Context: an optimization exercise on an open-source flow, tuned for small area, a short achievable clock period and few clock cycles. The choices shown serve that exercise and are no tape-out recipe.
Only simulation tests tie the RTL to the original design; equivalence was not proved.
Power figures rest on the tool's default switching activity, not on a simulated workload.

==> design.v <==
module crc16_step (
    input  wire [15:0] crc_in,
    input  wire [7:0]  data,
    output reg  [15:0] crc_out
);
    integer k;
    always @(*) begin
        crc_out = crc_in ^ {data, 8'h00};
        for (k = 0; k < 8; k = k + 1)
            crc_out = crc_out[15] ? ({crc_out[14:0], 1'b0} ^ 16'h1021)
                                  : {crc_out[14:0], 1'b0};
    end
endmodule
module nabu_engine (
    input  wire        clk,
    input  wire        rst,
    input  wire        rx_valid,
    output wire        rx_ready,
    input  wire [7:0]  rx_data,
    output wire        tx_valid,
    input  wire        tx_ready,
    output wire [7:0]  tx_data,
    output wire        st_req_valid,
    input  wire        st_req_ready,
    output wire [23:0] st_seg,
    output wire [7:0]  st_pkt,
    input  wire        st_rsp_valid,
    output wire        st_rsp_ready,
    input  wire [1:0]  st_rsp_kind,
    input  wire [15:0] st_rsp_len,
    input  wire [15:0] st_rsp_offset,
    input  wire        st_rsp_last,
    input  wire        st_dat_valid,
    output wire        st_dat_ready,
    input  wire [7:0]  st_dat,
    input  wire [7:0]  tod_wd,
    input  wire [7:0]  tod_mo,
    input  wire [7:0]  tod_dd,
    input  wire [7:0]  tod_hh,
    input  wire [7:0]  tod_mi,
    input  wire [7:0]  tod_ss
);
    localparam [2:0] C_NONE = 3'd0,      
                     C_A    = 3'd1,      
                     C_82   = 3'd2,
                     C_83   = 3'd3,
                     C_1E   = 3'd4,
                     C_05   = 3'd5,
                     C_84   = 3'd6;
    localparam [2:0] A_1006 = 3'd0,
                     A_E4   = 3'd2,
                     A_91   = 3'd3,
                     A_1F   = 3'd4,
                     A_10E1 = 3'd5,
                     A_90   = 3'd7;
    function [1:0] mod3;     
        input [5:0] v;
        begin
            case (v)
            6'd0: mod3 = 2'd0;
            6'd1: mod3 = 2'd1;
            6'd2: mod3 = 2'd2;
            6'd3: mod3 = 2'd0;
            6'd4: mod3 = 2'd1;
            6'd5: mod3 = 2'd2;
            6'd6: mod3 = 2'd0;
            6'd7: mod3 = 2'd1;
            6'd8: mod3 = 2'd2;
            6'd9: mod3 = 2'd0;
            6'd10: mod3 = 2'd1;
            6'd11: mod3 = 2'd2;
            6'd12: mod3 = 2'd0;
            6'd13: mod3 = 2'd1;
            6'd14: mod3 = 2'd2;
            6'd15: mod3 = 2'd0;
            6'd16: mod3 = 2'd1;
            6'd17: mod3 = 2'd2;
            6'd18: mod3 = 2'd0;
            6'd19: mod3 = 2'd1;
            6'd20: mod3 = 2'd2;
            6'd21: mod3 = 2'd0;
            6'd22: mod3 = 2'd1;
            6'd23: mod3 = 2'd2;
            6'd24: mod3 = 2'd0;
            6'd25: mod3 = 2'd1;
            6'd26: mod3 = 2'd2;
            6'd27: mod3 = 2'd0;
            6'd28: mod3 = 2'd1;
            6'd29: mod3 = 2'd2;
            6'd30: mod3 = 2'd0;
            6'd31: mod3 = 2'd1;
            6'd32: mod3 = 2'd2;
            6'd33: mod3 = 2'd0;
            6'd34: mod3 = 2'd1;
            6'd35: mod3 = 2'd2;
            6'd36: mod3 = 2'd0;
            6'd37: mod3 = 2'd1;
            6'd38: mod3 = 2'd2;
            6'd39: mod3 = 2'd0;
            6'd40: mod3 = 2'd1;
            6'd41: mod3 = 2'd2;
            6'd42: mod3 = 2'd0;
            6'd43: mod3 = 2'd1;
            6'd44: mod3 = 2'd2;
            6'd45: mod3 = 2'd0;
            6'd46: mod3 = 2'd1;
            6'd47: mod3 = 2'd2;
            6'd48: mod3 = 2'd0;
            6'd49: mod3 = 2'd1;
            6'd50: mod3 = 2'd2;
            6'd51: mod3 = 2'd0;
            6'd52: mod3 = 2'd1;
            6'd53: mod3 = 2'd2;
            6'd54: mod3 = 2'd0;
            6'd55: mod3 = 2'd1;
            6'd56: mod3 = 2'd2;
            6'd57: mod3 = 2'd0;
            6'd58: mod3 = 2'd1;
            6'd59: mod3 = 2'd2;
            6'd60: mod3 = 2'd0;
            6'd61: mod3 = 2'd1;
            6'd62: mod3 = 2'd2;
            6'd63: mod3 = 2'd0;
            default: mod3 = 2'd0;
            endcase
        end
    endfunction
    reg         m_rx, m_ack, m_lkr, m_hdr, m_pay, m_crch, m_crcl;
    reg         rx_rdy;          
    reg         req_v;           
    reg         dat_rdy;         
    reg         q_v;
    reg  [7:0]  q;
    reg  [2:0]  q_cls;           
    reg         q_known;         
    reg         q_10, q_06, q_7f, q_00, q_ff;
    reg  [2:0]  cls;
    reg         f_idle;                  
    reg         f_a1, f_a2;              
    reg         f_b1;                    
    reg         f_r1, f_r2, f_r3, f_r4;  
    reg         f_r5, f_r6, f_r7, f_r8;  
    reg         f_lk;                    
    reg         ffff;                    
    reg  [2:0]  aptr;            
    reg  [1:0]  acnt;            
    reg         alk;             
    reg  [7:0]  r0, r1, r2, r3, r4, r5;
    reg         ld_last;
    reg         ld_time;
    reg         ld_framed;
    reg  [15:0] cnt;             
    reg  [4:0]  idx;             
    reg  [15:0] crc;
    reg         s_valid, s_esc, s_abs;
    reg  [7:0]  s_data;
    reg         o_valid, o_esc, o_dup, o_abs;
    reg  [7:0]  o_data;
    reg [7:0] ack_byte;
    always @(*) begin
        case (aptr)
        3'd0: ack_byte = 8'h10;
        3'd1: ack_byte = 8'h06;
        3'd2: ack_byte = 8'hE4;
        3'd3: ack_byte = 8'h91;
        3'd4: ack_byte = 8'h1F;
        3'd5: ack_byte = 8'h10;
        3'd6: ack_byte = 8'hE1;
        default: ack_byte = 8'h90;
        endcase
    end
    wire [7:0] ptype = ld_last ? 8'h30 : (r0 == 8'h00) ? 8'hA1 : 8'h20;
    reg  [7:0] hdr_const;
    reg        v_r0, v_rot, v_pt;
    always @(*) begin
        hdr_const = 8'h00;
        v_r0  = 1'b0;
        v_rot = 1'b0;
        v_pt  = 1'b0;
        if (ld_time) begin
            case (idx)
            5'd0, 5'd5, 5'd9:             hdr_const = 8'h7F;
            5'd1, 5'd2, 5'd6, 5'd7, 5'd8: hdr_const = 8'hFF;
            5'd10:                        hdr_const = 8'h80;
            5'd11:                        hdr_const = 8'h30;
            5'd16, 5'd17:                 hdr_const = 8'h02;
            5'd19:                        hdr_const = 8'h54;
            5'd18, 5'd20, 5'd21, 5'd22, 5'd23, 5'd24: begin v_r0 = 1'b1; v_rot = 1'b1; end
            default: ;
            endcase
        end else begin
            case (idx[3:0])
            4'd0, 4'd1, 4'd2, 4'd12, 4'd14, 4'd15: begin v_r0 = 1'b1; v_rot = 1'b1; end
            4'd3:             v_r0 = 1'b1;
            4'd4:             hdr_const = 8'h01;
            4'd5, 4'd9:       hdr_const = 8'h7F;
            4'd6, 4'd7, 4'd8: hdr_const = 8'hFF;
            4'd10:            hdr_const = 8'h80;
            4'd11:            v_pt = 1'b1;
            default: ;
            endcase
        end
    end
    wire [7:0] hdr_byte = hdr_const | ({8{v_r0}} & r0) | ({8{v_pt}} & ptype);
    wire       hdr_last = ld_time ? (idx == 5'd26) : (idx[3:0] == 4'd15);
    wire [7:0] cur = ({8{m_ack}}  & ack_byte)   |
                     ({8{m_hdr}}  & hdr_byte)   |
                     ({8{m_pay}}  & st_dat)     |
                     ({8{m_crch}} & ~crc[15:8]) |
                     ({8{m_crcl}} & ~crc[7:0]);
    wire cur_abs = m_hdr | m_pay;
    wire cur_esc = m_hdr | m_pay | m_crch | m_crcl;
    wire take = st_dat_valid & dat_rdy;
    wire have = m_ack | m_hdr | (m_pay & take) | (m_crch & ~o_abs) | m_crcl;
    wire push = have & ~s_valid;
    wire cnt_one  = (cnt == 16'd1);
    wire cnt_zero = (cnt == 16'd0);
    wire ack_last = m_ack & push & (acnt == 2'd0);
    wire proc     = q_v & (m_rx | (ack_last & ~alk));
    wire [2:0] eff = q_known ? q_cls : cls;
    wire sel_a  = f_idle & (eff == C_A);
    wire sel_82 = f_idle & (eff == C_82);
    wire sel_83 = f_idle & (eff == C_83);
    wire sel_1e = f_idle & (eff == C_1E);
    wire sel_05 = f_idle & (eff == C_05);
    wire sel_84 = f_idle & (eff == C_84);
    wire r4_time = f_r4 & q_7f & ffff;
    wire r4_rst  = f_r4 & ~r4_time &
                   ((q_00 & (r1 == 8'h00) & (r2 == 8'h83)) | (r3 == 8'h83));
    wire r4_look = f_r4 & ~r4_time & ~r4_rst;
    wire send    = f_r8 & q_06;
    wire ack_1006   = sel_a | sel_82 | sel_84;                   
    wire ack_1006e4 = sel_83 | (f_r7 & ~q_10);                   
    wire ack_10e1   = sel_1e;                                    
    wire ack_e4     = sel_05 | f_a2 | r4_rst | r4_look;          
    wire ack_e491   = r4_time;                                   
    wire ack_1f     = f_b1;                                      
    wire ack_go     = ack_1006 | ack_1006e4 | ack_10e1 | ack_e4 | ack_e491 | ack_1f;
    wire [2:0] n_aptr = (ack_1006 | ack_1006e4) ? A_1006 :
                        ack_10e1 ? A_10E1 :
                        ack_1f   ? A_1F   : A_E4;
    wire [1:0] n_acnt = (ack_1006e4 | ack_1f) ? 2'd2 :
                        (ack_1006 | ack_10e1 | ack_e491) ? 2'd1 : 2'd0;
    wire st_hdr   = send & ~ld_framed;
    wire st_pay   = send & ld_framed & ~cnt_zero;
    wire st_close = send & ld_framed & cnt_zero;
    wire rx_fire = rx_valid & rx_rdy;
    wire p4      = f_r4 & ffff & ~q_v;
    wire tod_cap = p4;
    wire tod_all = p4 & rx_valid & (rx_data == 8'h7F);
    wire o_stall   = o_esc & ~o_dup & (o_data == 8'h10);
    wire o_free    = ~o_valid | (tx_ready & ~o_stall);
    wire s_valid_n = o_free ? 1'b0 : (s_valid | push);
    wire [15:0] crc_nx;
    crc16_step u_crc (
        .crc_in  (crc),
        .data    (o_data),
        .crc_out (crc_nx)
    );
    wire rsp_fire = m_lkr & st_rsp_valid;
    wire rsp_nf   = rsp_fire & (st_rsp_kind == 2'd0);
    wire rsp_ab   = rsp_fire & (st_rsp_kind == 2'd3);
    wire rsp_fd   = rsp_fire & (st_rsp_kind[0] ^ st_rsp_kind[1]);
    wire hdr_done = m_hdr & push & hdr_last;
    wire pay_done = m_pay & push & cnt_one;
    wire close_go = (pay_done & ld_framed) | (m_crcl & push);
    wire p_ack = proc & (ack_go | st_close);
    wire p_hdr = proc & st_hdr;
    wire p_pay = proc & st_pay;
    wire p_rx  = proc & ~(ack_go | send);
    wire n_m_rx   = p_rx | (m_rx & ~proc) | (ack_last & ~alk & ~proc) | rsp_ab;
    wire n_m_ack  = p_ack | (m_ack & ~ack_last) | (rsp_fire & ~rsp_ab) | close_go;
    wire n_m_lkr  = (m_lkr & ~st_rsp_valid) | (ack_last & alk);
    wire n_m_hdr  = p_hdr | (m_hdr & ~hdr_done);
    wire n_m_pay  = p_pay | (m_pay & ~pay_done) |
                    (hdr_done & ~ld_time & ~cnt_zero);
    wire n_m_crch = (m_crch & ~push) | (pay_done & ~ld_framed) |
                    (hdr_done & (ld_time | cnt_zero));
    wire n_m_crcl = (m_crcl & ~push) | (m_crch & push);
    wire q_v_n = rx_fire | (q_v & ~proc);
    wire blk_n    = (f_r2 & proc) | (f_r3 & ~proc);
    wire rx_rdy_n = ~q_v_n | (n_m_rx & ~blk_n);
    always @(posedge clk) begin
        if (rst) begin
            m_rx    <= 1'b1;
            m_ack   <= 1'b0;
            m_lkr   <= 1'b0;
            m_hdr   <= 1'b0;
            m_pay   <= 1'b0;
            m_crch  <= 1'b0;
            m_crcl  <= 1'b0;
            rx_rdy  <= 1'b0;
            req_v   <= 1'b0;
            dat_rdy <= 1'b0;
            q_v     <= 1'b0;
            cls     <= C_NONE;
            f_idle  <= 1'b1;
            f_a1    <= 1'b0;
            f_a2    <= 1'b0;
            f_b1    <= 1'b0;
            f_r1    <= 1'b0;
            f_r2    <= 1'b0;
            f_r3    <= 1'b0;
            f_r4    <= 1'b0;
            f_r5    <= 1'b0;
            f_r6    <= 1'b0;
            f_r7    <= 1'b0;
            f_r8    <= 1'b0;
            f_lk    <= 1'b0;
            s_valid <= 1'b0;
            o_valid <= 1'b0;
            o_esc   <= 1'b0;
            o_dup   <= 1'b0;
            o_abs   <= 1'b0;
        end else begin
            m_rx    <= n_m_rx;
            m_ack   <= n_m_ack;
            m_lkr   <= n_m_lkr;
            m_hdr   <= n_m_hdr;
            m_pay   <= n_m_pay;
            m_crch  <= n_m_crch;
            m_crcl  <= n_m_crcl;
            rx_rdy  <= rx_rdy_n;
            dat_rdy <= n_m_pay & ~s_valid_n;
            q_v     <= q_v_n;
            if (proc) begin
                if (f_idle) cls <= eff;
                f_idle <= ~(sel_a | sel_82 | sel_84 | f_a1 | f_r1 | f_r2 | f_r3 |
                            r4_time | r4_look | (f_r5 & q_10) | (f_r7 & q_10));
                f_a1   <= sel_a;
                f_a2   <= f_a1;
                f_b1   <= sel_82;
                f_r1   <= sel_84;
                f_r2   <= f_r1;
                f_r3   <= f_r2;
                f_r4   <= f_r3;
                f_r5   <= 1'b0;
                f_r6   <= f_r5 & q_10;
                f_r7   <= r4_time;
                f_r8   <= f_r7 & q_10;
                f_lk   <= r4_look;
            end else if (rsp_fire) begin
                f_lk   <= 1'b0;
                f_idle <= rsp_ab;
                f_r5   <= rsp_nf;
                f_r7   <= rsp_fd;
            end
            if (proc & r4_look)
                req_v <= 1'b1;
            else if (st_req_ready)
                req_v <= 1'b0;
            if (o_free) begin
                o_dup <= 1'b0;
                if (s_valid) begin
                    o_valid <= 1'b1;
                    o_data  <= s_data;
                    o_esc   <= s_esc;
                    o_abs   <= s_abs;
                end else if (push) begin
                    o_valid <= 1'b1;
                    o_data  <= cur;
                    o_esc   <= cur_esc;
                    o_abs   <= cur_abs;
                end else begin
                    o_valid <= 1'b0;
                    o_abs   <= 1'b0;
                end
            end else begin
                o_abs <= 1'b0;
                if (tx_ready)
                    o_dup <= 1'b1;
            end
            s_valid <= s_valid_n;
        end
    end
    always @(posedge clk) begin
        if (rx_fire) begin
            q       <= rx_data;
            q_known <= 1'b1;
            case (rx_data)
            8'h85, 8'h81: q_cls <= C_A;
            8'h82:        q_cls <= C_82;
            8'h83:        q_cls <= C_83;
            8'h1E:        q_cls <= C_1E;
            8'h05:        q_cls <= C_05;
            8'h84:        q_cls <= C_84;
            8'h0F:        q_cls <= C_NONE;
            default: begin q_cls <= C_NONE; q_known <= 1'b0; end
            endcase
            q_10 <= (rx_data == 8'h10);
            q_06 <= (rx_data == 8'h06);
            q_7f <= (rx_data == 8'h7F);
            q_00 <= (rx_data == 8'h00);
            q_ff <= (rx_data == 8'hFF);
        end
        if (!o_free && push) begin
            s_data <= cur;
            s_esc  <= cur_esc;
            s_abs  <= cur_abs;
        end
        if (proc) begin
            aptr <= st_close ? A_10E1 : n_aptr;
            acnt <= st_close ? 2'd1 : n_acnt;
            alk  <= r4_look;
        end else if (rsp_fire) begin
            aptr <= rsp_nf ? A_90 : A_91;
            acnt <= 2'd0;
            alk  <= 1'b0;
        end else if (close_go) begin
            aptr <= A_10E1;
            acnt <= 2'd1;
        end else if (m_ack & push) begin
            aptr <= aptr + 3'd1;
            acnt <= acnt - 2'd1;
        end
        if (tod_cap) begin
            if (tod_all) begin
                r0 <= tod_wd;
                r1 <= tod_mo;
                r2 <= tod_dd;
                r3 <= {4'h0, mod3(tod_hh[7:2]), tod_hh[1:0]};
            end
            r4 <= tod_mi;
            r5 <= tod_ss;
        end else if (rsp_fire) begin
            r4 <= st_rsp_offset[15:8];
            r5 <= st_rsp_offset[7:0];
        end else if (m_hdr & push & v_rot) begin
            r0 <= r1;
            r1 <= r2;
            r2 <= r3;
            r3 <= r4;
            r4 <= r5;
            r5 <= r0;
        end else if (proc) begin
            if (f_r1) r3 <= q;
            if (f_r2) r2 <= q;
            if (f_r3) r1 <= q;
            if (f_r4 & ~r4_time) r0 <= q;
        end
        if (proc & f_r3)
            ffff <= q_ff & (r2 == 8'hFF);
        if (proc & r4_time) begin
            ld_time   <= 1'b1;
            ld_framed <= 1'b0;
        end else if (rsp_fire) begin
            ld_last   <= st_rsp_last;
            ld_time   <= 1'b0;
            ld_framed <= (st_rsp_kind == 2'd1);
        end
        if (rsp_fire)
            cnt <= st_rsp_len;
        else if (m_pay & push)
            cnt <= cnt - 16'd1;
        if (proc)
            idx <= 5'd0;
        else if (m_hdr & push)
            idx <= idx + 5'd1;
        if (proc)
            crc <= 16'hFFFF;
        else if (o_abs)
            crc <= crc_nx;
    end
    assign rx_ready     = rx_rdy;
    assign tx_valid     = o_valid;
    assign tx_data      = o_data;
    assign st_req_valid = req_v;
    assign st_seg       = {r0, r1, r2};
    assign st_pkt       = r3;
    assign st_rsp_ready = m_lkr;
    assign st_dat_ready = dat_rdy;
endmodule
==> flow/run.sh <==
#!/bin/bash
# The standard layout, with the port buffers made of buf_2 cells instead of
# the cell buffer_ports picks by default. The output of the whole run goes to
# standard.log in the folder this runs in.
export BUFFER_PORTS_ARGS="-buffer_cell sky130_fd_sc_hd__buf_2"
bash standard.sh > standard.log 2>&1
==> standard.sh <==
#!/bin/bash
# synth_recipe.tcl (not shown) runs the flow's synth.tcl, then flattens the netlist and writes it again
# the make line also repeats each setting of config.mk as NAME=value (left out here)
make -C /OpenROAD-flow-scripts/flow DESIGN_CONFIG=/design/flow/config.mk WORK_HOME=/design/flow/orfs CLKGATE_MAP_FILE= SYNTH_SCRIPT=/design/flow/synth_recipe.tcl "${@:-finish}"
==> config.mk <==
export PLATFORM = sky130hd
export DESIGN_NAME = nabu_engine
export DESIGN_NICKNAME = nabu_engine
export VERILOG_FILES = /design/flow/design.v
export SDC_FILE = /design/flow/constraint.sdc
export NUM_CORES = 4
export LEC_CHECK = 0
export ABC_AREA = 1
export CAP_MARGIN = 20
export CORE_MARGIN = 2
export CORE_UTILIZATION = 65
export CTS_BUF_LIST = sky130_fd_sc_hd__clkbuf_8
export SETUP_SLACK_MARGIN = 2.9
export SLEW_MARGIN = 20
export TNS_END_PERCENT = 5
==> constraint.sdc <==
create_clock -name core_clock -period 5.0 [get_ports {clk}]
set_input_delay 1.0000 -clock core_clock [delete_from_list [all_inputs] [get_ports {clk}]]
set_output_delay 1.0000 -clock core_clock [all_outputs]
set_load 0.01 [all_outputs]
==> run summary, run 1 <==
- The post-synthesis instance area is 8880 um2.
- The max-cap violation count is 0.
- Row generation in the floorplan step produced between 40 and 50 rows.
- The slowest stage of the critical path belongs to the cell sky130_fd_sc_hd__edfxtp_1.
- In the synthesized netlist the async set-or-reset flop fraction comes to 0%.
- The path class of the tightest hold or removal check is reg2reg.
- The highest net fanout along the worst path is 4.
- The finished cells cover 10,500 um2.
- The largest net degree at the start of global routing is 34.
- The die extent in y is between 100 and 150 um.
- The clock transition at the register clock pins on the worst setup and hold paths after CTS is 90 ps.
- Per report_power, the combinational group accounts for 22.3% of the total.
- The global placement routability congestion is approximately 1.0.
- The layout overhead on the synthesized area is 17.9%.
- On the worst path, the slowest cell contributes a delay of between 400 and 500 ps.
- The kind of cell with the highest combined delay along the critical path is flip-flops.
- The post-DP HPWL is approximately 17,000 um.
- The die footprint is 14,600 um2.
- The later pin in the worst-skew pair is clocked with a latency of 470 ps.
- In this run the tightest slew margin relative to its limit is 35.5%.
- For this configuration, the core starts out at a cell density of approximately 67%.
- The fraction of synthesized cell area taken by the top area cell type is between 30 and 40%.
- The number of nets produced by synthesis is between 1,000 and 1,500.
- Power spread over the standard cell area amounts to approximately 330 nW/um2.
- The iteration count of the initial detailed-routing pass is 6.
- Once layout is complete, the utilization of the core stands at between 70% and 80%.
- The net count of the finished layout is between 1,000 and 1,500.
- After routing, the total negative slack on setup checks comes to 0 ps.
- For this design the total switching power over the nets is roughly 1100 uW.
- The critical path is of the reg2out type.
- At the worst endpoint, the required time is around 4000 ps.
- Once placement finished, the instance area stood at 9810 um2.
- For the pin with the worst max-slew slack, the measured transition is about 960 ps.
- The via density per instance is between 5 and 6.
- The number of top-level pins is roughly 150.
- The count of antenna diodes in the layout is 0.
- The cell type contributing the most total cell area after synthesis is sky130_fd_sc_hd__edfxtp_1.
- In the final routed layout, each cell accounts on average for between 15 and 20 um.
- The horizontal die dimension is approximately 120 um.
- The total length of routed wires is roughly 24,000 um.
- Of the total power, the share spent switching nets is 32.3%.
- Setup repair after global routing could not meet its margin everywhere.
- Yosys printed 2 warnings.
- Based on the critical path, the design can be clocked at up to 0.467 GHz.
- Per report_power, the sequential group accounts for 51.5% of the total.
- The share of total power dissipated in the clock network is around a quarter.
- The via count of the first global-routing pass is 7,473.
- Counting every sink on the clock net gives approximately 170.
- The clock tree skew after final layout is between 15 and 20 ps.
- The primary flip-flop cell chosen by synthesis mapping is sky130_fd_sc_hd__edfxtp_1.
- The first global-routing pass estimated between 30,000 and 40,000 um of wire.
- In the post-synthesis netlist, the biggest area contributors are sky130_fd_sc_hd__edfxtp_1, sky130_fd_sc_hd__dfxtp_1, sky130_fd_sc_hd__nand2_1, sky130_fd_sc_hd__inv_1, sky130_fd_sc_hd__nor2_1.
- The CTS tree is done.
- Counting flops with a built-in enable in the synthesized netlist gives 107.
- The tree is rooted in a sky130_fd_sc_hd__clkbuf_8.
- The signal arrival time at the worst endpoint is around 1100 ps.
- The share of layout cells above drive strength 1 is 20.3%.
- The leakage power of the design is 0.00454 uW.
- For the finished layout, the period the worst path requires is between 2000 and 2500 ps.
- The standard cell core area is 13,300 um2.
- Counting along the longest clock path gives a buffer depth of 2.
- Traced cell by cell, the critical path runs through buf_2.
- The total of fill cells in the finished design is 945.
- The count of nets left with antenna violations after detail routing is 0.
- The count of vias placed by the detailed router is between 8,000 and 9,000.
- The max-slew violation count was 0.
- The number of flip-flops and latches in the synthesized netlist is between 150 and 200.
- For this run the aggregate overflow at the end of global routing stands at 0.
- The buffers plus inverters on the worst setup path is 1.
- Setup violations remaining at the end of the flow were counted as 0.
- Counting distinct cell types in the post-synthesis netlist gives 46.
- After the first detailed-routing iteration, the DRC count stood at about 910.
- STA classifies the critical path endpoint as an output port.
- The run finished with no timing, DRC or antenna violations.
- Counting the buffers created by CTS gives 17.
- Buffers placed on the I/O ports in this run total 150.
- The startpoint type of the worst setup path is a flip-flop.
- The H-tree depth is 4.
- The internal power is ~2300 uW.
- The cell count after synthesis came out at 1,079.
- The proportion of synthesized chip area in sequential cells is approximately 51%.
- The mean post-synth cell area is 8.23 um2.
- The all-layer global routing usage is approximately a third.
- VDD sags by at most 0.000207 V.
- The count of final hold-check violations came to 0.
- After layout, the worst path uses a little over two fifths of the clock period.
- The final routed DRC violation total is 0.
- The initial antenna violation count is 0.
cells in the final DEF, fill, tap and decap left out, drive strengths merged, types with 4 or more instances in the layout:
cell and instances:
nand2 315, buf 164, inv 122, edfxtp 107, nor2 106, a21oi 74, dfxtp 66, nand3 59
o21ai 56, o211ai 21, nand4 19, ha 19, clkbuf 17, xnor2 13, xor2 12, nor3 12
nor4 11, clkinv 10, a31oi 7, clkinvlp 5, o2111ai 5, o31ai 4
stage by stage:
stage | hold slack, ps | setup slack, ps | total power, uW | cells
after floorplan | 429 | 2760 | 2300 | 1079
after global placement | 444 | 2050 | 2500 | 1378
after detailed placement | 453 | 1990 | 2520 | 1378
after CTS | 465 | 2780 | 3420 | 1420
after global routing | 491 | 2720 | 3610 | 1425
final | 464 | 2860 | 3440 | 1425
power by group through the flow:
stage / Clock, uW / Combinational [uW] / Sequential (uW)
after floorplan: 0 / 530 / 1770
after global placement: 0 / 709 / 1790
after detailed placement: 0 / 724 / 1800
after CTS: 902 / 747 / 1770
after global routing: 959 / 866 / 1780
final: 901 / 769 / 1770
cell families after synthesis:
kind of cell,count (synthesis),synth area share (%)
fa+ha+maj,19,2.68
flops,173,51.1
simple gates,529,25.3
buf+inv,151,6.71
compound gates,182,11.8
xor+xnor,25,2.47
final cells by class:
class                           count  area (um2)  share of cell area, %
Timing Repair Buffer              164         873                   8.34
Sequential cell                   173        4550                   43.4
Clock buffer                       17         234                   2.23
Tap cell                          176         220                   2.10
Inverter                          123         509                   4.86
Clock inverter                     15         126                   1.21
Multi-Input combinational cell    757        3960                   37.8
worst paths after layout:
kind | from | endpoint | slack, ps | cells past startpoint
max | r0[4] | st_seg[20] | 2860 | 1
min | req_v | req_v | 460 | 2
max reg2reg | acnt[0] | flip-flop | 2890 | 18
min reg2reg | req_v | req_v | 460 | 2
synthesized netlist by cell type, types with 7 or more instances:
library cell,n
sky130_fd_sc_hd__nand3_1,57
sky130_fd_sc_hd__buf_2,9
sky130_fd_sc_hd__nor4_1,11
sky130_fd_sc_hd__o21ai_0,50
sky130_fd_sc_hd__ha_1,19
sky130_fd_sc_hd__nor2_1,100
sky130_fd_sc_hd__inv_1,112
sky130_fd_sc_hd__a21oi_1,74
sky130_fd_sc_hd__o211ai_1,21
sky130_fd_sc_hd__xor2_1,12
sky130_fd_sc_hd__nand4_1,19
sky130_fd_sc_hd__inv_2,8
sky130_fd_sc_hd__dfxtp_1,66
sky130_fd_sc_hd__clkbuf_1,14
sky130_fd_sc_hd__xnor2_1,13
sky130_fd_sc_hd__edfxtp_1,107
sky130_fd_sc_hd__nand2_1,308
sky130_fd_sc_hd__a31oi_1,7
sky130_fd_sc_hd__nor3_1,12
registers in the layout (all words and copies together), names as in the netlist, 2 cells and up, named ones only:
signal	flops
acnt	2
aptr	3
cls	3
cnt	16
crc	16
idx	5
o_data	8
q	8
q_cls	3
r0	8
r1	8
r2	8
r3	8
r4	8
r5	8
s_data	8
layer usage:
| metal | up-vias | GRT usage, % | routed length, um |
|---|---|---|---|
| li1 | 3956 | - | - |
| met5 | - | 0 | 0 |
| met3 | 74 | 5.03 | 2070 |
| met1 | 3700 | 42.8 | 9400 |
| met2 | 446 | 53.3 | 11100 |
| met4 | 0 | 16.1 | 987 |
repair_timing:
| action | 4_1_cts | 5_1_grt |
|---|---|---|
| cloned | 2 | 0 |
| buffers inserted | 8 | 5 |
| pin swaps | 3 | 3 |
| setup endpoints to repair | 190 | 131 |
| resized for setup | 35 | 14 |
| hold buffers | 0 | 0 |
Testbench counts, summed over its fixed seeds: cycles 192,739.
==> run 2: changes to the inputs <==
--- a/config.mk
+++ b/config.mk
@@ -10,6 +10,7 @@
 export CORE_MARGIN = 2
 export CORE_UTILIZATION = 65
 export CTS_BUF_LIST = sky130_fd_sc_hd__clkbuf_8
+export PLACE_DENSITY = 0.8
 export SETUP_SLACK_MARGIN = 2.9
 export SLEW_MARGIN = 20
 export TNS_END_PERCENT = 5
==> run 2 against run 1 <==
Compared with the run above: via count up 2.5%; core utilization is 1.6 points higher; hold slack gained 11 ps; still clean on timing, DRC and antenna; first-iteration DRC count increased by 1.5%; final area is 2.1% higher; sequential share of layout area is 0.89 points lower; routed wire length up 5.1%; clock power grew 19%; highest routed layer unchanged; global-route usage is 1.5 points higher; critical path depth rose by 5; maximum frequency decreased by 4.2%.
==> run summary, run 2 <==
- The count of endpoints failing setup in the final report is 0.
- Dividing the final minimum period by the clock period gives around 45%.
- The count of vias placed by the detailed router is 8,378.
- The clock tree skew after final layout is around 13 ps.
- The clock tree root buffer cell is sky130_fd_sc_hd__clkbuf_8.
- In this run the cell area measured after placement is about 9800 um2.
- The worst hold path stage count is 1.
- The initial antenna violation count is 0.
- The primary flip-flop cell chosen by synthesis mapping is sky130_fd_sc_hd__edfxtp_1.
- The top cell types in the final layout, fill and taps aside, are sky130_fd_sc_hd__nand2_1, sky130_fd_sc_hd__buf_2, sky130_fd_sc_hd__inv_1, sky130_fd_sc_hd__edfxtp_1, sky130_fd_sc_hd__nor2_1.
- Once layout is done, the placed cells without fillers occupy approximately 11,000 um2.
- The worst stage delay on the critical path is 410 ps.
- The overflow left after global routing is 0.
- Among all cell types in the netlist, the one instantiated most often is sky130_fd_sc_hd__nand2_1.
- The initial utilization of the core area, before any placement, comes to about 67%.
- The count of flip-flops with a built-in enable after synthesis is about 110.
- The fmax is about 0.45 GHz.
- For this block, the routed nets add up to ~25,000 um of wire.
- The worst register-to-register path has a depth of 6.
- In this run, synthesis produced a sequential element count of ~170.
- between 150 and 200 I/O pins were placed.
- The count of final hold-check violations is 0.
- The power per cell area is roughly 340 nW/um2.
- The max-cap violation count is 0.
- Along the worst path, the maximum fanout reaches 8.
- For the pin with the worst max-slew slack, the measured transition is 833 ps.
- The mean post-synth cell area is ~8 um2.
- The net count of the finished layout is 1,374.
- Of all cell types, the one taking the most synthesized area is sky130_fd_sc_hd__edfxtp_1.
- After the first detailed-routing iteration, the DRC count stood at around 900.
- In the synthesized netlist, the cells that appear most often are sky130_fd_sc_hd__nand2_1, sky130_fd_sc_hd__inv_1, sky130_fd_sc_hd__edfxtp_1.
- The worst IR drop on VDD is around 0.00025 V.
- The iteration count of the initial detailed-routing pass is 6.
- For this run, the total global-route usage over all layers was measured as between 30 and 40%.
- The flow ran to the end and the layout has no timing, DRC or antenna violations.
- The final cell count without fillers is 1,438.
- From bottom edge to top edge, the die measures 121 um.
- The later pin in the worst-skew pair is clocked with a latency of approximately 480 ps.
- The clock buffer count from CTS is 17.
- The relative slew slack is 44.5%.
- Yosys printed 2 warnings.
- Counting the fill cells in the layout gives ~950.
- The first global-routing pass estimated around 38,000 um of wire.
- The count of input and output buffers is 150.
- The standard cell core area is 13,300 um2.
- The max-slew violation count is 0.
- The clock transition at the register clock pins on the worst setup and hold paths after CTS is ~90 ps.
- By area the synthesized netlist is led by sky130_fd_sc_hd__edfxtp_1, sky130_fd_sc_hd__dfxtp_1, sky130_fd_sc_hd__nand2_1, sky130_fd_sc_hd__inv_1, sky130_fd_sc_hd__nor2_1.
- The die is between 100 and 150 um wide.
- The number of antenna diodes in the final layout is 0.
- The final routed DRC violation total is 0.
- In the final layout, the registers with the most flip-flops are cnt x16, crc x16.
- The final-layout worst hold slack is about 470 ps.
- The detail route stage leaves a number of antenna-violating nets equal to 0.
- The leading cell type in the layout, fill and taps excluded is sky130_fd_sc_hd__nand2_1.
- The post-route netlist has between 20% and 30% of its cells at a drive strength greater than 1.
- For hold timing, the worst endpoint is crc[9].
- The analysis attributes to cell leakage a power of roughly 0.0046 uW.
- The layout overhead on the synthesized area is 20.3%.
- The proportion of synthesized chip area in sequential cells is roughly half.
- The top cell type by area accounts for 36.2% of the synthesized area.
- In this run the critical register-to-register path is launched from q_v.
- The post-DP HPWL is between 15,000 and 20,000 um.
- The worst reg2reg path endpoint is r5[4].
- The post-placement cell count is ~1,400.
- No sink is reached through more buffers than the 2 on the longest clock path.
- The startpoint type of the worst setup path is a primary input.
- The site row count is 42.
- After detailed routing, the number of vias per cell comes to approximately 6.
- The die covers 14,600 um2.
- The source of the worst hold timing path is crc[1].
- Walking the worst path, the cells encountered are buf_8, nand4_1, nor4_4, nand3_1, a22o_4, a21oi_4.
- By startpoint and endpoint, the worst setup path is classified as in2reg.
- Routability-driven placement finished with a final weighted congestion of about 0.98.
- At the worst endpoint, the arrival time is between 2000 and 2500 ps.
- The H-tree depth is 4.
- The via count of the first global-routing pass is 7,689.
- The async set-or-reset flop fraction in the synthesized netlist is 0%.
- In the synthesized netlist, the number of instances is 1,079.
- The clock sink count is 173.
- After layout, the minimum clock period comes to between 2000 and 2500 ps.
- On the critical path, the stage with the largest delay is an instance of sky130_fd_sc_hd__nor4_4.
- The sort of element at the end of the critical path is a flip-flop.
- The worst reg-to-reg setup slack is 2780 ps.
- For the final routed database, the setup TNS stands at 0 ps.
- Entering global routing, the biggest net connects 34 pins.
- The CTS tree is done.
- The number of nets produced by synthesis is 1,204.
- The min-delay analysis places its worst path in the category reg2reg.
- The post-synthesis instance area is about 8900 um2.
- Setup repair after global routing could not meet its margin everywhere.
- The unique cell type count in the Yosys netlist is 46.
- The routed length per placed instance is 17.2 um.
- The required time at the endpoint of the critical path is between 5000 and 6000 ps.
==> run 2: layer usage <==
| layer | vias up | wire length [um] | global-route usage [%] |
|---|---|---|---|
| met2 | 512 | 11800 | 56.6 |
| met1 | 3807 | 9740 | 43.0 |
| met4 | 0 | 1110 | 16.0 |
| met5 | - | 0 | 0 |
| li1 | 3973 | - | - |
| met3 | 86 | 2140 | 7.47 |
==> run 2: worst max-delay path, delay by kind of cell <==
kind	cells	cell delay, ps
buffers and inverters	1	70
AND/OR/NAND/NOR	3	740
AO/OA/AOI/OAI	2	580
==> run 2: how the worst max path moves through the flow <==
| stage | from | end | slack [ps] | cells after the start |
|---|---|---|---|---|
| after floorplan | rx_data[6] | r1[0] | 2760 | 5 |
| after global placement | ld_time | r0[1] | 1700 | 8 |
| after detailed placement | ld_time | r0[2] | 1600 | 8 |
| after CTS | cnt[9] | aptr[2] | 2760 | 9 |
| after global routing | cnt[0] | aptr[1] | 2620 | 11 |
| final | rx_data[2] | r1[1] | 2770 | 6 |
==> run 2: cell families after synthesis <==
group / share of synthesized area [%]
DFF: 51.1
and+or+nand+nor: 25.3
adders and majority gates: 2.68
buffers and inverters: 6.71
AOI/OAI and AO/OA: 11.8
xor gates and xnor gates: 2.47
==> run 2: through the flow <==
stage          util [%]  setup WS [ps]  power [uW]
3_5_place_dp       73.7           1600        2530
6_report           80.4           2770        3630
2_1_floorplan         -           2760        2300
5_1_grt            80.4           2620        3790
4_1_cts            79.6           2760        3600
3_3_place_gp       73.7           1700        2510
==> run 2: area by class of cell <==
cell class              instances  area (um2)  area share (%)
clock buffers                  17         234            2.19
clock inverters                15         201            1.88
inverters                     123         513            4.80
multi-input cells             757        3960            37.0
flip-flops and latches        173        4550            42.5
well taps                     176         220            2.06
repair buffers                176        1010            9.46
repair inverters                1        7.51          0.0702
==> run 2: timing repair <==
item                       in CTS  in global routing
hold buffers                    0                  0
cloned                          3                  0
pin swaps                       6                  2
gates resized for setup        45                 15
setup endpoints to repair     205                177
setup buffers                  20                  6
==> run 2: power by group <==
part	leakage, uW	internal (uW)	total, uW	switching, uW
sequential	0.00152	1660	1770	107
clock	0.000211	513	1070	562
combinational	0.00290	288	789	501
==> run 3: changes to the inputs <==
--- a/config.mk
+++ b/config.mk
@@ -8,9 +8,8 @@
 export ABC_AREA = 1
 export CAP_MARGIN = 20
 export CORE_MARGIN = 2
-export CORE_UTILIZATION = 65
+export CORE_UTILIZATION = 40
 export CTS_BUF_LIST = sky130_fd_sc_hd__clkbuf_8
-export PLACE_DENSITY = 0.8
 export SETUP_SLACK_MARGIN = 2.9
 export SLEW_MARGIN = 20
 export TNS_END_PERCENT = 5
==> run 3 against run 2 <==
Compared with the run above: still clean on timing, DRC and antenna; cell count grew 7.0%; non-clock buffer count shrank 2; synthesized area is the same; critical path type unchanged.
==> run summary, run 3 <==
- The flow ran to the end and the layout has no timing, DRC or antenna violations.
- The initial core utilization is 40.7%.
- The cell type contributing the most total cell area after synthesis is sky130_fd_sc_hd__edfxtp_1.
- IR analysis of the VDD net gives a maximum drop of approximately 0.00015 V.
- The total of fill cells in the finished design is around 2,100.
- The sort of element at the end of the critical path is a flip-flop.
- Of all nets on the critical path, the largest fanout is 8.
- After the first detailed-routing iteration, the DRC count stood at 700.
- The initial antenna violation count is 0.
- The via count of the first global-routing pass is between 7,000 and 8,000.
- Entering global routing, the biggest net connects 34 pins.
- The number of flip-flops and latches in the synthesized netlist is roughly 170.
- The net count of the finished layout is 1,371.
- After clock tree synthesis, the clock-pin slew on the worst setup and hold paths is about 90 ps.
- The register area is about 4500 um2.
- The synthesized netlist cell count is between 1,000 and 1,500.
- During placement, the flow inserted port buffers numbering 150.
- The final sum of negative setup slack is 0 ps.
- Across the run, the number of max-cap violations was 0.
- The longest clock path from root to sink contains 2 buffers.
- In the final layout, the multi-input gates occupy 3970 um2.
- The repair_antennas step left the layout with diodes totalling 0.
- The pre-antenna-repair detailed-routing pass consisted of 7 iterations.
- At the end of the flow the core is filled with cells to about half.
- In the final routed layout, each cell accounts on average for between 15 and 20 um.
- Leaving out fill and tap cells, the most frequent cell in the layout is sky130_fd_sc_hd__nand2_1.
- The standard cell core area is ~22,000 um2.
- The class of the tightest hold or removal check is reg2reg.
- Derived from the worst setup path, the maximum achievable clock frequency is ~0.46 GHz.
- The launch instance of the worst register-to-register path is acnt[0].
- The horizontal die dimension is roughly 150 um.
- The clock arrives with 13.1 ps of skew.
- In the routed layout, each cell is associated on average with a via count of 5.16.
- The clock net in this run drives a total of 173 sinks.
- The HPWL after detailed placement is 18,500 um.
- The critical path starts at rx_data[2].
- The clock buffer count from CTS is 17.
- The floorplan step defined a die boundary enclosing around 23,000 um2.
- The count of nets left with antenna violations after detail routing is 0.
- The count of vias placed by the detailed router is just under 8,000.
- The startpoint type of the worst setup path is a primary input.
- After synthesis the cells add up to about 8900 um2.
- The count of endpoints failing setup in the final report is 0.
- In the layout the commonest cells are sky130_fd_sc_hd__nand2_1, sky130_fd_sc_hd__buf_2, sky130_fd_sc_hd__inv_1, sky130_fd_sc_hd__edfxtp_1, sky130_fd_sc_hd__nor2_1.
- Sorting the synthesized cells by area gives the leading types as sky130_fd_sc_hd__edfxtp_1, sky130_fd_sc_hd__dfxtp_1, sky130_fd_sc_hd__nand2_1, sky130_fd_sc_hd__inv_1, sky130_fd_sc_hd__nor2_1.
- The worst reg-to-reg setup slack is about 2900 ps.
- After layout, the minimum clock period comes to around 2200 ps.
- The count of final hold-check violations was 0.
- The met3 track demand over resource in global routing is 4.39%.
- The share of the clock period used by the worst path is 43.9%.
- The global routing met1 resource utilization is a little under 30%.
- In this run the clock root is driven by a sky130_fd_sc_hd__clkbuf_8.
- STA puts the critical path data arrival time at roughly 2400 ps.
- Global routing used between 20% and 30% of the available tracks.
- The number of synthesis warnings is 2.
- The library cell with the highest instance count after synthesis is sky130_fd_sc_hd__nand2_1.
- The die is ~150 um tall.
- The share of synthesized area in the top cell type comes to between 30 and 40%.
- For this design the static power due to leakage is about 0.0046 uW.
- After synthesis, the netlist uses 46 different library cells.
- The final routed DRC violation total is 0.
- Global routing consumed, on the met2 layer, 34.0% of the routing resources.
- The end of the critical path is r0[0].
- Headroom to the max-slew limit came out at just over 40%.
- CTS built an H-tree with a depth of 4.
- The power per cell area is roughly 330 nW/um2.
- The mean post-synth cell area is 8.23 um2.
- The layout overhead on the synthesized area is 21.3%.
- The async set-or-reset flop fraction in the synthesized netlist is 0%.
- The overflow left after global routing is 0.
- The primary flip-flop cell chosen by synthesis mapping is sky130_fd_sc_hd__edfxtp_1.
- After synthesis, flip-flops and latches occupy about half of the total area.
- The most crowded layer after global routing is met2.
- The total length of routed wires is 24,900 um.
- The share of layout cells above drive strength 1 is 21.5%.
- At the pin with the least slew margin, the transition time is around 880 ps.
- The worst setup path is of the in2reg kind.
- The max-slew violation count is 0.
- At the worst endpoint, the required time is a little over 5000 ps.
- The congestion estimate from routability-driven global placement came to 0.896.
- For this design the top-level I/O count stands at approximately 150.
- The clock latency reported for the late side of the worst-skew pair is roughly 480 ps.
- The largest registers in the layout are cnt x16, crc x16.
- The cell count of the worst reg-to-reg path is 17.
- The wire length of the first global-routing pass is around 39,000 um.
- When the netlist entered floorplanning its net count stood at 1,204.
- The count of hold-fix buffers inserted at cts is 0.
- In this run, synthesis inferred 107 flip-flops with an integrated enable.
- Setup repair after global routing could not meet its margin everywhere.
- The CTS tree is done.
- In the synthesized netlist, the cells that appear most often are sky130_fd_sc_hd__nand2_1, sky130_fd_sc_hd__inv_1, sky130_fd_sc_hd__edfxtp_1.
- The site row count is 54.
-- run 3: worst max-delay path: stages --
cell and delay [ps]:
sky130_fd_sc_hd__buf_8 80, sky130_fd_sc_hd__nand4_1 170, sky130_fd_sc_hd__nor4_4 400, sky130_fd_sc_hd__nand3_2 150, sky130_fd_sc_hd__a22o_4 290, sky130_fd_sc_hd__a21oi_4 260
-- run 3: power by group --
part	total, uW	internal (uW)	switching (uW)
Sequential	1760	1660	102
Clock	1010	420	593
Combinational	801	290	511
Total	3580	2370	1210
-- run 3: stage by stage --
stage	instance area (um2)	instances	setup WS (ps)	hold WS (ps)	power (uW)
3_5_place_dp	9950	1483	1970	451	2550
4_1_cts	10600	1526	2790	466	3570
6_report	10800	1539	2800	470	3580
3_3_place_gp	9950	1483	2010	442	2540
2_1_floorplan	8960	1079	2760	429	2300
5_1_grt	10800	1539	2750	495	3770
-- run 3: cells by family (layout without fill, tap and decap cells) --
group	after synthesis	count (layout)	synth area share, %
DFF	173	173	51.1
buffers and inverters	151	329	6.71
AOI/OAI and AO/OA	182	182	11.8
adders and majority gates	19	19	2.68
and+or+nand+nor	529	531	25.3
xor gates and xnor gates	25	25	2.47
-- run 3: cell type report --
class | count | share of cell area, %
Clock buffer | 17 | 2.17
Clock inverter | 15 | 1.65
Inverter | 123 | 4.73
Multi-Input combinational cell | 757 | 36.9
Sequential cell | 173 | 42.2
Tap cell | 280 | 3.25
Timing Repair Buffer | 174 | 9.16
-- run 3: metal layers --
layer  share of wire, %  up-vias
li1                   -     3963
met1                 46     3669
met2                 46      260
met3                5.6       43
met4                2.4        0
met5                  0        -
-- run 3: how the worst min path moves through the flow --
stage	slack, ps	start	cells past startpoint	to
6_report	470	crc[5]	1	crc[13]
2_1_floorplan	430	f_a2	2	f_a2
3_3_place_gp	440	f_a2	2	f_a2
4_1_cts	470	f_a2	2	f_a2
5_1_grt	500	f_a2	2	f_a2
3_5_place_dp	450	f_a2	2	f_a2
-- run 3: repair_timing --
item                                    4_1_cts  5_1_grt
pin swaps                                     3        8
setup buffers                                 9       13
cloned                                        2        0
resized for setup                            36       27
endpoints found under the setup margin      217      125
==> run 4: changes to the inputs <==
--- a/config.mk
+++ b/config.mk
@@ -8,8 +8,10 @@
 export ABC_AREA = 1
 export CAP_MARGIN = 20
 export CORE_MARGIN = 2
-export CORE_UTILIZATION = 40
+export CORE_UTILIZATION = 65
 export CTS_BUF_LIST = sky130_fd_sc_hd__clkbuf_8
+export CTS_CLUSTER_DIAMETER = 80
+export CTS_CLUSTER_SIZE = 20
 export SETUP_SLACK_MARGIN = 2.9
 export SLEW_MARGIN = 20
 export TNS_END_PERCENT = 5
==> run 4 against run 3 <==
Compared with the run above: routed wire length fell by 5.4%; via count increased by 3.0%; synthesized area unchanged; sequential cell count did not move; synthesized cell count unchanged; total power down 3.8%; combinational power shrank 4.0%; first-iteration DRC count is 30% higher; hold slack lost 6.3 ps; global-route usage grew 11 points; sequential power about the same; non-clock buffer count shrank 10.
==> run summary, run 4 <==
- The flow ran to the end and the layout has no timing, DRC or antenna violations.
- The H-tree was split into 4 levels.
- The count of nets left with antenna violations after detail routing is 0.
- Of all nets on the critical path, the largest fanout is 4.
- By area the synthesized netlist is led by sky130_fd_sc_hd__edfxtp_1, sky130_fd_sc_hd__dfxtp_1, sky130_fd_sc_hd__nand2_1, sky130_fd_sc_hd__inv_1, sky130_fd_sc_hd__nor2_1.
- The count of input and output buffers is 150.
- On the final layout, the worst hold slack is approximately 460 ps.
- The fraction of synthesized cell area taken by the top area cell type is a little over a third.
- A synthesized cell averages 8.23 um2.
- The tree is rooted in a sky130_fd_sc_hd__clkbuf_8.
- In the routed layout, each cell is associated on average with a via count of 5.74.
- The standard cell core area is ~13,000 um2.
- The initial antenna violation count is 0.
- The power per cell area is around 330 nW/um2.
- The transition time of the tightest slew-check pin is approximately 960 ps.
- The buffers plus inverters on the worst setup path is 1.
- The routed length per placed instance is roughly 17 um.
- The largest registers in the layout are cnt x16, crc x16.
- The critical path in this run is classified as reg2out.
- The cell type contributing the most total cell area after synthesis is sky130_fd_sc_hd__edfxtp_1.
- The final sum of negative setup slack is 0 ps.
- The top cell types in the final layout, fill and taps aside, are sky130_fd_sc_hd__nand2_1, sky130_fd_sc_hd__buf_2, sky130_fd_sc_hd__inv_1, sky130_fd_sc_hd__edfxtp_1, sky130_fd_sc_hd__nor2_1.
- The required time at the endpoint of the critical path is roughly 4000 ps.
- The relative slew slack is a little over a third.
- The number of flip-flops and latches in the synthesized netlist is 173.
- Summed over all cells, the static leakage comes to ~0.0045 uW.
- Setup violations remaining at the end of the flow were counted as 0.
- The post-DP HPWL is 17,400 um.
- The via count of the first global-routing pass is between 7,000 and 8,000.
- Yosys mapped the design onto 46 distinct sky130hd cell types.
- The total length of routed wires is roughly 24,000 um.
- The count of antenna diodes in the layout is 0.
- The max-slew violation count is 0.
- Entering global routing, the biggest net connects 34 pins.
- The sort of element at the end of the critical path is an output port.
- The floorplan step set the die width to 121 um.
- The leading cell type in the layout, fill and taps excluded is sky130_fd_sc_hd__nand2_1.
- Based on the critical path, the design can be clocked at up to 0.467 GHz.
- The number of buffers between clock root and the deepest sink is 2.
- The global placement routability congestion is 1.01.
- The die covers roughly 15,000 um2.
- The shortest clock period the worst path allows after layout is roughly 2100 ps.
- The startpoint type of the worst setup path is a flip-flop.
- Of the cells placed in the final design, the portion with a size suffix greater than 1 is 20.3%.
- Before CTS, the worst setup slack after placement is 1990 ps.
- The net count of the finished layout is about 1,400.
- Row generation in the floorplan step produced 42 rows.
- After clock tree synthesis, the clock-pin slew on the worst setup and hold paths is approximately 90 ps.
- The count of final hold-check violations is 0.
- The number of synthesis warnings is 2.
- The clock latency reported for the late side of the worst-skew pair is between 400 and 500 ps.
- Setup repair after global routing could not meet its margin everywhere.
- Walking the worst path, the cells encountered are buf_2.
- The final routed DRC violation total is 0.
- TritonCTS built the clock tree.
- Sequential cells were found to cover between 50% and 60% of the synthesized design area.
- The post-placement cell count is between 1,000 and 1,500.
- Between clock sinks in the finished design, the worst skew comes to 15.0 ps.
- The all-layer global routing usage is 32.7%.
- Broken down by cell family, the worst path's largest delay share belongs to flip-flops.
- The largest individual stage delay along the critical path comes from the cell sky130_fd_sc_hd__edfxtp_1.
- The class of the tightest hold or removal check is reg2reg.
- The commonest cells after synthesis are sky130_fd_sc_hd__nand2_1, sky130_fd_sc_hd__inv_1, sky130_fd_sc_hd__edfxtp_1.
- The violation count after the first detailed-routing iteration is between 900 and 1,000.
- The most common cell in the synthesized netlist is sky130_fd_sc_hd__nand2_1.
- Once the floorplan was initialized, standard cells occupied 66.8% of the core.
- The post-layout worst setup margin is 2860 ps.
- The synthesized netlist cell count is about 1,100.
- The first global-routing pass estimated approximately 37,000 um of wire.
- The die extent in y is roughly 120 um.
- After clock tree synthesis, the flow added hold-fix buffers numbering 0.
- The clock buffer count from CTS is 17.
- The worst IR drop on VDD is slightly above 0.0002 V.
- The async set-or-reset flop fraction in the synthesized netlist is 0%.
- For this design, the sink count on the clock tree is about 170.
- On the worst path, the slowest cell contributes a delay of 490 ps.
- The cell area that synthesis handed to floorplanning was roughly 8900 um2.
- The first detailed-routing pass ran for 6 iterations.
- After global routing the overflow that remains totals 0.
- After layout, the worst path uses 42.8% of the clock period.
- The number of nets produced by synthesis is between 1,000 and 1,500.
- The max-cap violation count is 0.
- For this block, the via count after detailed routing is between 8,000 and 9,000.
- During I/O placement, the number of pins put on the boundary was between 150 and 200.
- The synthesized design contains approximately 110 enable-type register cells.
- At the worst endpoint, the arrival time is about 1100 ps.
- The layout overhead on the synthesized area is 17.9%.
- The primary flip-flop cell chosen by synthesis mapping is sky130_fd_sc_hd__edfxtp_1.
- The final cell count without fillers is approximately 1,400.
## run 4: changes by cell type in the layout (fill, tap and decap cells not counted), moves of 3 or more
cell / previous run / this run
sky130_fd_sc_hd__buf_4: 22 / 15
sky130_fd_sc_hd__inv_6: 5 / 0
sky130_fd_sc_hd__buf_8: 4 / 0
sky130_fd_sc_hd__clkinv_8: 5 / 1
sky130_fd_sc_hd__clkinvlp_4: 1 / 5
sky130_fd_sc_hd__clkinv_1: 0 / 3
## run 4: repair_timing
action / CTS / global route
gates cloned: 2 / 0
setup endpoints to repair: 190 / 131
gates resized for setup: 35 / 14
pin swaps: 3 / 3
setup buffers: 8 / 5
## run 4: metrics by stage
step                      power [uW]  instance area [um2]  util [%]
final                           3440                10500      78.8
after global routing            3610                10500      78.8
after CTS                       3420                10400      78.0
after detailed placement        2520                 9810      73.8
after global placement          2500                 9810      73.8
after floorplan                 2300                 8960         -
## run 4: cells by family after synthesis
kind of cell	share of synthesized area [%]
DFF	51.1
buffers and inverters	6.71
adders and majority gates	2.68
AOI/OAI and AO/OA	11.8
xor gates and xnor gates	2.47
and+or+nand+nor	25.3
## run 4: final cells by class
| cell class | count | area (um2) |
|---|---|---|
| sequential | 173 | 4550 |
| multi-input combinational | 757 | 3960 |
| fill | 945 | 2820 |
| timing repair buffer | 164 | 873 |
| inverter | 123 | 509 |
| clock buffer | 17 | 234 |
| tap | 176 | 220 |
| clock inverter | 15 | 126 |
## run 4: layer usage
layer | share of wire [%] | GRT usage (%) | up-vias
met5 | 0 | 0 | -
met4 | 4.2 | 16.1 | 0
met3 | 8.8 | 5.03 | 74
met2 | 47 | 53.3 | 446
met1 | 40 | 42.8 | 3700
li1 | - | - | 3956
## run 4: final timing paths
check | endpoint | startpoint | cells after the start | slack [ps]
worst max-delay path | st_seg[20] | r0[4] | 1 | 2860
worst min-delay path | req_v | req_v | 2 | 460
worst max register to register | flip-flop | acnt[0] | 18 | 2890
worst min register to register | req_v | req_v | 2 | 460
## run 4: report_power, final
part           internal (uW)  total (uW)  switching, uW
combinational            279         769            491
clock                    390         901            510
sequential              1660        1770            109
==> run 5: changes to the inputs <==
--- a/config.mk
+++ b/config.mk
@@ -10,8 +10,5 @@
 export CORE_MARGIN = 2
 export CORE_UTILIZATION = 65
 export CTS_BUF_LIST = sky130_fd_sc_hd__clkbuf_8
-export CTS_CLUSTER_DIAMETER = 80
-export CTS_CLUSTER_SIZE = 20
-export SETUP_SLACK_MARGIN = 2.9
+export SETUP_SLACK_MARGIN = 2.8
 export SLEW_MARGIN = 20
-export TNS_END_PERCENT = 5
==> run 5 against run 4 <==
Compared with the run above: clock-buffer cell count unchanged; sequential power about the same; register-to-register slack got worse by 40 ps; global-route usage increased by 0.35 points; first-iteration DRC count decreased by 13%; sequential cell count unchanged; synthesized area unchanged; routed wire length increased by 3.2%; die area unchanged; critical path type unchanged; highest routed layer unchanged.
==> run summary, run 5 <==
- The critical path is of the reg2out type.
- The worst IR drop on VDD is 0.000210 V.
- The floorplan step defined a die boundary enclosing 14,600 um2.
- Across the run, the number of max-cap violations was 0.
- The first detailed-routing pass ran for 6 iterations.
- The count of final hold-check violations is 0.
- Dividing the detail-routed wire length by the instance count gives between 15 and 20 um.
- The count of hold-fix buffers inserted at cts is 0.
- Summing the areas of all xor and xnor instances in the mapped netlist gives under 10% of the synthesized area.
- The tree built by TritonCTS fans out to around 170 sinks.
- The critical path's slowest cell is sky130_fd_sc_hd__edfxtp_1.
- The worst stage delay on the critical path is between 400 and 500 ps.
- In the post-synthesis netlist, the biggest area contributors are sky130_fd_sc_hd__edfxtp_1, sky130_fd_sc_hd__dfxtp_1, sky130_fd_sc_hd__nand2_1, sky130_fd_sc_hd__inv_1, sky130_fd_sc_hd__nor2_1.
- For this run, the number of Yosys warnings is 2.
- The fmax is between 0.4 and 0.5 GHz.
- The highest net fanout along the worst path is 3.
- The largest net degree at the start of global routing is 37.
- The startpoint type of the worst setup path is a flip-flop.
- The post-DP HPWL is around 18,000 um.
- The standard cell core area is between 10,000 and 15,000 um2.
- The clock tree root buffer cell is sky130_fd_sc_hd__clkbuf_8.
- For this design the ratio of total power to cell area is 331 nW/um2.
- The signal on the critical path passes through buf_2.
- The cell type contributing the most total cell area after synthesis is sky130_fd_sc_hd__edfxtp_1.
- Summing the areas of all compound-gate instances in the mapped netlist gives between 10% and 20% of the synthesized area.
- Of the available clock period, the critical path in the final layout requires between 40 and 50%.
- The post-synthesis instance area is approximately 8900 um2.
- The CTS tree is done.
- The horizontal die dimension is 121 um.
- The library cell with the highest instance count after synthesis is sky130_fd_sc_hd__nand2_1.
- The count of nets left with antenna violations once routing finished came out at 0.
- Leaving out fill and tap cells, the most frequent cell in the layout is sky130_fd_sc_hd__nand2_1.
- The count of flip-flops with a built-in enable after synthesis is ~110.
- The global placement routability congestion is between 0.9 and 1.
- The top cell type by area accounts for between 30% and 40% of the synthesized area.
- The relative contribution of combinational cells to total power is approximately 22%.
- For this run, the share of the core covered by cells in the final layout is around 79%.
- The largest family of logic cells by synthesized area is simple AND/OR/NAND/NOR gates.
- Of the total power, the share spent switching nets is 33.8%.
- The shortest clock period the worst path allows after layout is between 2000 and 2500 ps.
- At the pin with the least slew margin, the transition time is ~840 ps.
- The clock latency reported for the late side of the worst-skew pair is around 470 ps.
- Setup repair after global routing could not meet its margin everywhere.
- The share of power burned in the clock network is 26.6%.
- The netlist uses 46 different library cells.
- The signal arrival time at the worst endpoint is approximately 1200 ps.
- Per report_power, the sequential group accounts for between 50% and 60% of the total.
- The count of buffers added on input and output ports is 150.
- In this run the count of I/O pins placed on the die edge is roughly 150.
- The die extent in y is 121 um.
- The required time at the endpoint of the critical path is approximately 4000 ps.
- Clock tree synthesis inserted a total of 17 buffers.
- On the final layout, the worst clock skew is ~14 ps.
- The source of the worst hold timing path is f_a2.
- The via density per instance is around 5.8.
- The wire length of the first global-routing pass is between 30,000 and 40,000 um.
- After Yosys synthesis, full adders, half adders and majority gates account for under 10% of the synthesized area.
- The number of buffers between clock root and the deepest sink is 2.
- The first routing iteration left about 800 violations.
- The largest registers in the layout are cnt x16, crc x16.
- The buffers plus inverters on the worst setup path is 1.
- With fillers left out, the area of the finished cells amounts to ~10,000 um2.
- The flow ran to the end and the layout has no timing, DRC or antenna violations.
- The synthesized netlist cell count is about 1,100.
- The proportion of synthesized chip area in sequential cells is between 50% and 60%.
- The class of the tightest hold or removal check is reg2reg.
- The number of flip-flops and latches in the synthesized netlist is roughly 170.
- The relative slew slack is ~44%.
- In this run the power spent charging and discharging nets is 1170 uW.
- Among all flip-flop cells after synthesis, the most frequent one is sky130_fd_sc_hd__edfxtp_1.
- The net count of the finished layout is 1,364.
- The clock transition at the register clock pins on the worst setup and hold paths after CTS is around 100 ps.
- The routed design has approximately 24,000 um of wire.
- The kind of cell with the highest combined delay along the critical path is flip-flops.
- For this run, design rule violations remaining after detail routing come to 0.
- Global routing used between 30% and 40% of the available tracks.
- The repair_antennas step left the layout with diodes totalling 0.
- The library cells used most frequently in the layout, excluding fill and tap cells, are sky130_fd_sc_hd__nand2_1, sky130_fd_sc_hd__buf_2, sky130_fd_sc_hd__inv_1, sky130_fd_sc_hd__edfxtp_1, sky130_fd_sc_hd__nor2_1.
- The max-slew violation count is 0.
- Internal power comes to between 2000 and 2500 uW.
- The mean post-synth cell area is 8.23 um2.
- The site row count is 42.
- In this run the number of H-tree levels came out at 4.
- Setup total negative slack on the finished layout was measured at 0 ps.
- Setup violations remaining at the end of the flow were counted as 0.
- The initial core utilization is around 67%.
- The via count of the first global-routing pass was about 7,500.
- The timing startpoint of the critical path is r1[3].
- The portion of netlist area occupied by mux cells is 0%.
- After detailed placement, the total cell area comes to 9810 um2.
- The worst setup path is captured at an output port.
- The async set-or-reset flop fraction in the synthesized netlist is 0%.
- Detailed routing inserted a total of 8,213 vias.
- The commonest cells after synthesis are sky130_fd_sc_hd__nand2_1, sky130_fd_sc_hd__inv_1, sky130_fd_sc_hd__edfxtp_1.
- For this design the static power due to leakage is 0.00454 uW.
- The overflow left after global routing is 0.
- The number of nets produced by synthesis is around 1,200.
- The layout overhead on the synthesized area is 18.1%.
- The post-route netlist has a little over a fifth of its cells at a drive strength greater than 1.
- The initial antenna violation count is 0.
- The launch instance of the worst register-to-register path is q_v.
- The post-synthesis share of cell area spent on and, or, nand and nor gates is around a quarter.
-- run 5: area by class of cell --
| class | instances | area [um2] |
|---|---|---|
| clock buffer | 17 | 234 |
| clock inverter | 15 | 124 |
| fill | 959 | 2810 |
| inverter | 123 | 513 |
| multi-input combinational | 757 | 3960 |
| sequential | 173 | 4550 |
| tap | 176 | 220 |
| timing repair buffer | 166 | 881 |
| timing repair inverter | 1 | 7.51 |
-- run 5: layer usage --
layer	part of all wire [%]	GRT usage (%)
met5	0	0
met4	3.8	14.6
met3	8.3	6.72
met1	40	42.5
met2	48	54.4
-- run 5: power groups by stage --
| stage | clock [uW] | combinational [uW] | sequential, uW |
|---|---|---|---|
| 2_1_floorplan | 0 | 533 | 1770 |
| 6_report | 924 | 776 | 1770 |
| 3_5_place_dp | 0 | 729 | 1800 |
| 5_1_grt | 976 | 874 | 1790 |
| 4_1_cts | 915 | 743 | 1770 |
| 3_3_place_gp | 0 | 711 | 1790 |
-- run 5: final timing paths --
kind,end,slack (ps),cells past startpoint
worst min register to register,f_a2,470,2
worst max-delay path,st_seg[11],2840,1
worst min-delay path,f_a2,470,2
worst max register to register,r2[3],2850,7
-- run 5: through the flow --
stage | worst slack (ps) | total power, uW | hold slack, ps | cells
6_report | 2840 | 3470 | 466 | 1428
5_1_grt | 2740 | 3640 | 485 | 1428
4_1_cts | 2690 | 3430 | 460 | 1414
3_5_place_dp | 1610 | 2530 | 446 | 1377
3_3_place_gp | 1750 | 2510 | 441 | 1377
2_1_floorplan | 2780 | 2300 | 429 | 1079
-- run 5: repair_timing --
item | CTS | global route
pin swaps | 1 | 5
setup endpoints to repair | 152 | 64
gates resized for setup | 28 | 23
setup buffers | 4 | 12
cloned | 1 | 2
-- run 5: cell families (layout without fill, tap and decap cells) --
family,after synthesis,after routing
adder cells (fa/ha/maj),19,19
AND/OR/NAND/NOR,529,531
flip-flops,173,173
XOR/XNOR,25,25
buffers and inverters,151,322
AO/OA/AOI/OAI,182,182
==> run 6: changes to the inputs <==
==> flow/run.sh (replaced) <==
#!/bin/bash
# The standard layout, with the port buffers made of buf_1 cells instead of
# the cell buffer_ports picks by default. The output of the whole run goes to
# standard.log in the folder this runs in.
export BUFFER_PORTS_ARGS="-buffer_cell sky130_fd_sc_hd__buf_1"
bash standard.sh > standard.log 2>&1
==> run 6 against run 5 <==
Compared with the run above: still clean on timing, DRC and antenna; synthesized cell count is the same; final area grew 0.20%; worst setup slack lost 24 ps; sequential power is essentially flat; hold slack gained 3.0 ps; clock power grew about 10%; critical path depth grew 10; die area is the same; critical endpoint is now q_known; largest cell class unchanged; highest routed layer unchanged.
==> run summary, run 6 <==
- The congestion estimate from routability-driven global placement came to around 0.98.
- Among all flip-flop cells after synthesis, the most frequent one is sky130_fd_sc_hd__edfxtp_1.
- Setup violations remaining at the end of the flow were counted as 0.
- Sorting the synthesized cells by area gives the leading types as sky130_fd_sc_hd__edfxtp_1, sky130_fd_sc_hd__dfxtp_1, sky130_fd_sc_hd__nand2_1, sky130_fd_sc_hd__inv_1, sky130_fd_sc_hd__nor2_1.
- The finished cells cover roughly 11,000 um2.
- The routed length per placed instance is 16.9 um.
- The largest registers in the layout are cnt x16, crc x16.
- The die footprint is 14,600 um2.
- The synthesized netlist cell count is between 1,000 and 1,500.
- The flow ran to the end and the layout has no timing, DRC or antenna violations.
- The cell count of the worst reg-to-reg path is 7.
- Global routing used 33.2% of the available tracks across all layers.
- The initial antenna violation count was 0.
- The site row count is 42.
- The critical path is of the in2reg type.
- The placement-stage cell area is 9630 um2.
- Measured along the y axis, the die boundary spans ~120 um.
- The most critical setup path has its endpoint at q_known.
- The power per cell area is 339 nW/um2.
- The library cell with the highest instance count after synthesis is sky130_fd_sc_hd__nand2_1.
- The share of layout cells above drive strength 1 is about 11%.
- After layout, the design draws a total of between 3000 and 4000 uW.
- The startpoint identified for the worst register-to-register timing path is q_v.
- Fill cells in the final layout number 956.
- The fraction of synthesized cell area taken by the top area cell type is 36.2%.
- Synthesis instantiated between 40 and 50 different standard cells from the library.
- The register area is ~4500 um2.
- The relative slew slack is about two fifths.
- The fmax is approximately 0.46 GHz.
- The count of hold-fix buffers inserted at cts is 0.
- The violation count after the first detailed-routing iteration is between 800 and 900.
- After the flow finishes, the layout carries non-filler instances totaling 1,444.
- Across the run, the number of max-cap violations was 0.
- The transition time of the tightest slew-check pin is roughly 880 ps.
- The worst path needs ~2200 ps of the cycle, external delays included.
- The clock tree root buffer cell is sky130_fd_sc_hd__clkbuf_8.
- The standard cell core area is around 13,000 um2.
- The clock buffer count from CTS is 17.
- The required time at the endpoint of the critical path is 5320 ps.
- The total length of routed wires is 24,500 um.
- Pin placement for this block handled 151 I/O pins.
- In the final layout, the multi-input gates occupy 3970 um2.
- Between clock sinks in the finished design, the worst skew comes to roughly 17 ps.
- The share of the clock period used by the worst path is approximately 44%.
- The cell type contributing the most total cell area after synthesis is sky130_fd_sc_hd__edfxtp_1.
- The number of antenna diodes in the final layout is 0.
- The CTS tree is done.
- The share of the Yosys chip area taken by registers is just over 50%.
- Once the floorplan was initialized, standard cells occupied 66.8% of the core.
==> run 6: cell types whose count changed in the layout (fill, tap and decap cells not counted), sizes merged <==
cell	previous run	this run
buf	166	181
inv	126	121
bufinv	0	3
clkinvlp	6	8
clkbuf	17	18
==> run 6: cells by family after synthesis <==
logic type | share of synthesized area (%)
simple gates | 25.3
fa+ha+maj | 2.68
flops | 51.1
xor+xnor | 2.47
buf+inv | 6.71
compound gates | 11.8
==> run 6: layout make-up <==
cell class	count	area share, %
Inverter	123	4.89
Sequential cell	173	43.3
Clock inverter	15	1.66
Timing Repair Buffer	182	8.01
Tap cell	176	2.10
Timing Repair inverter	1	0.0714
Clock buffer	17	2.23
Multi-Input combinational cell	757	37.7
==> run 6: worst min path at each step <==
stage,startpoint,endpoint,cells past startpoint
after floorplan,f_a2,f_a2,2
after global placement,f_a2,f_a2,2
after detailed placement,f_a2,f_a2,2
after CTS,f_a2,f_a2,2
after global routing,f_a2,f_a2,2
final,f_a2,f_a2,2
==> run 6: metrics by stage <==
| stage | hold WS, ps | setup WS, ps | util [%] |
|---|---|---|---|
| final | 469 | 2820 | 79.0 |
| after global routing | 494 | 2780 | 79.0 |
| after CTS | 466 | 2670 | 77.3 |
| after detailed placement | 449 | 1630 | 72.5 |
| after global placement | 441 | 1750 | 72.5 |
| after floorplan | 429 | 2780 | - |
==> run 6: repair_timing <==
item,4_1_cts,5_1_grt
cloned,1,2
setup endpoints to repair,153,69
endpoints found under the hold margin,0,0
pin swaps,5,9
gates resized for setup,40,26
setup buffers,13,18
==> run 6: per-layer routing <==
layer	global-route usage, %	vias up	routed length, um
met1	43.8	3807	9510
met2	52.5	499	11600
met3	6.86	66	2380
li1	-	3980	-
met4	16.4	0	954
met5	0	-	0
==> run 6: worst max-delay path, cell delays in order <==
cell and delay, ps:
sky130_fd_sc_hd__buf_6 80, sky130_fd_sc_hd__nand4_1 190, sky130_fd_sc_hd__buf_4 190, sky130_fd_sc_hd__buf_4 120
sky130_fd_sc_hd__buf_4 120, sky130_fd_sc_hd__buf_4 120, sky130_fd_sc_hd__buf_4 120, sky130_fd_sc_hd__buf_4 120
sky130_fd_sc_hd__buf_4 120, sky130_fd_sc_hd__buf_4 120, sky130_fd_sc_hd__o21ai_0 180
==> run 6: power by group <==
group / leakage [uW] / switching [uW] / internal [uW] / total [uW]
Combinational: 0.00252 / 495 / 272 / 768
Clock: 0.000195 / 528 / 492 / 1020
Sequential: 0.00152 / 108 / 1660 / 1770

Setup slack of run 6, layout unchanged: 2.820 ns with ideal ports, 2.815 ns with driving cells assumed (clock clkbuf_16, inputs buf_2), 2.307 ns with port delays also shifted by the 0.514 ns mid clock arrival.
